What follows belongs to an exercise in optimizing a design on an open flow for small area, a short achievable clock period and few clock cycles; a production flow would make more cautious choices.
In this exercise RTL edits were held to simulation tests only and were not proved equivalent to the original.
Power is estimated from default activity; no workload was simulated.

Design lxe, start of the top module:
module lxe (
    input  wire        clk,
    input  wire        rst,         
    input  wire        bus_valid,
    input  wire        bus_write,
    input  wire [5:0]  bus_addr,
    input  wire [31:0] bus_wdata,
    output wire        bus_ready,
    output reg         bus_rvalid,
    output reg  [31:0] bus_rdata
);
    localparam [5:0] A_CMD    = 6'h00;
    localparam [5:0] A_STATUS = 6'h04;
    localparam [5:0] A_EINFO  = 6'h08;
    localparam [5:0] A_K0     = 6'h10;
    localparam [5:0] A_K1     = 6'h14;
    localparam [5:0] A_K2     = 6'h18;
    localparam [5:0] A_K3     = 6'h1C;
    localparam [5:0] A_V0     = 6'h20;
    localparam [5:0] A_V1     = 6'h24;
    localparam [5:0] A_OPA    = 6'h28;
    localparam [5:0] A_OPB    = 6'h2C;
    localparam [5:0] A_RES    = 6'h30;
    localparam [5:0] A_CRC    = 6'h34;
    localparam [31:0] DEC_START = 32'hE3779B90;    
    localparam [7:0] OP_CRC_INIT = 8'h01;
    localparam [7:0] OP_CRC_UPD  = 8'h02;
    localparam [7:0] OP_AND32    = 8'h10;
    localparam [7:0] OP_OR32     = 8'h11;
    localparam [7:0] OP_XOR32    = 8'h12;
    localparam [7:0] OP_SHL32    = 8'h13;
    localparam [7:0] OP_SHR32    = 8'h14;
    localparam [7:0] OP_SWAP     = 8'h18;
    localparam [7:0] OP_SWAPBP   = 8'h19;
    localparam [7:0] OP_XTEA_ENC = 8'h20;
    localparam [7:0] OP_XTEA_DEC = 8'h21;
    localparam [7:0] OP_KEY_CLR  = 8'h22;
    localparam [7:0] OP_CLRERR   = 8'h7F;
    localparam [3:0] E_ILLEGAL_CMD    = 4'd1;
    localparam [3:0] E_BAD_ADDR       = 4'd2;
    localparam [3:0] E_RO_WRITE       = 4'd3;
  ...
export LEC_CHECK = 0
export CAP_MARGIN = 20
export CORE_MARGIN = 2
export CORE_UTILIZATION = 40
export CTS_BUF_LIST = sky130_fd_sc_hd__clkbuf_16
export CTS_CLUSTER_DIAMETER = 80
export CTS_CLUSTER_SIZE = 25
export PLACE_DENSITY = 0.6
export SLEW_MARGIN = 20
create_clock -name core_clock -period 12.0 [get_ports {clk}]
standard.sh (not shown) runs the stock make flow with config.mk's settings and CLKGATE_MAP_FILE= SYNTH_SCRIPT=/design/flow/synth_recipe.tcl, a recipe that flattens the netlist after the stock synthesis.
==> flow/flow/run.sh <==
#!/bin/bash
# Standard synthesis and layout, with two changes: the port buffers are
# buf_2 cells, and repair_timing aims at a setup margin of 7.5 ns, so that it
# also works on paths that already meet the 12 ns clock.
set -euo pipefail
bash standard.sh synth > synth.log 2>&1
bash standard.sh SETUP_SLACK_MARGIN=7.5 "BUFFER_PORTS_ARGS=-buffer_cell sky130_fd_sc_hd__buf_2" finish > layout.log 2>&1
The starting point passed the timing, DRC and antenna checks.
Testbench counts at the start, summed over its fixed seeds: cycles 50,476.
Then changed:
==> flow/flow/run.sh (replaced) <==
#!/bin/bash
# Standard synthesis and layout, with two changes: the port buffers are
# buf_4 cells, and repair_timing aims at a setup margin of 7.5 ns, so that it
# also works on paths that already meet the 12 ns clock.
set -euo pipefail
bash standard.sh synth > synth.log 2>&1
bash standard.sh SETUP_SLACK_MARGIN=7.5 "BUFFER_PORTS_ARGS=-buffer_cell sky130_fd_sc_hd__buf_4" finish > layout.log 2>&1
- CAP_MARGIN: 20 -> 10
- CTS_BUF_LIST: sky130_fd_sc_hd__clkbuf_16 -> not set
- CTS_CLUSTER_DIAMETER: 80 -> not set
- CTS_CLUSTER_SIZE: 25 -> not set
- SLEW_MARGIN: 20 -> 10
Worst hold slack improves by 0.014 ns; non-clock buffer count went up by 11; register-to-register slack gains 0.07 ns; global-route usage grows by 0.64 points; setup slack improved by 0.067 ns; wire length rises by a few percent; clock skew rose by 0.012 ns; power rises by roughly a tenth.
Then changed:
==> flow/flow/run.sh (replaced) <==
#!/bin/bash
# Standard synthesis and layout, with two changes: the port buffers are
# buf_2 cells, and repair_timing aims at a setup margin of 7.75 ns, so that it
# also works on paths that already meet the 12 ns clock.
set -euo pipefail
bash standard.sh synth > synth.log 2>&1
bash standard.sh SETUP_SLACK_MARGIN=7.75 "BUFFER_PORTS_ARGS=-buffer_cell sky130_fd_sc_hd__buf_2" finish > layout.log 2>&1
- CAP_MARGIN: 10 -> 20
- CTS_BUF_LIST: not set -> sky130_fd_sc_hd__clkbuf_16
- CTS_CLUSTER_DIAMETER: not set -> 80
- CTS_CLUSTER_SIZE: not set -> 25
- SLEW_MARGIN: 10 -> 20
- TNS_END_PERCENT: not set -> 5
Outcome: Flip-flop and latch count is unchanged. Via count drops slightly. Wire length decreases by a few percent. Maximum frequency fell by a few percent. Combinational power fell by a few percent. Cell count drops slightly. Cell area falls by a few percent.

==> afterwards: timing with drivers on the ports <==
How much do the figures lean on ideal ports? The routed layouts below were timed once more, with nothing changed but the port constraints.
Step 1 assumes that a clkbuf_16 drives the clock port and a buf_2 every other input.
Step 2 also shifts input and output timing later by t, the mid clock arrival at the registers, as if the neighbouring blocks saw the same clock.
a / b / c = ideal ports / drivers / drivers and shift; a / b = the first two.
| run | shift t [ns] | slack for setup (ns) | clock arrival spread, ns | cell pins on the clock port's net |
|---|---|---|---|---|
| the first run | 0.664 | 7.324 / 7.324 / 7.324 | 0.041 / 0.042 | 1 |
| the second run | 0.689 | 7.391 / 7.391 / 7.391 | 0.048 / 0.049 | 1 |
| the third run | 0.708 | 7.251 / 7.251 / 7.251 | 0.051 / 0.051 | 1 |
After both steps setup and hold are still met in every run listed.
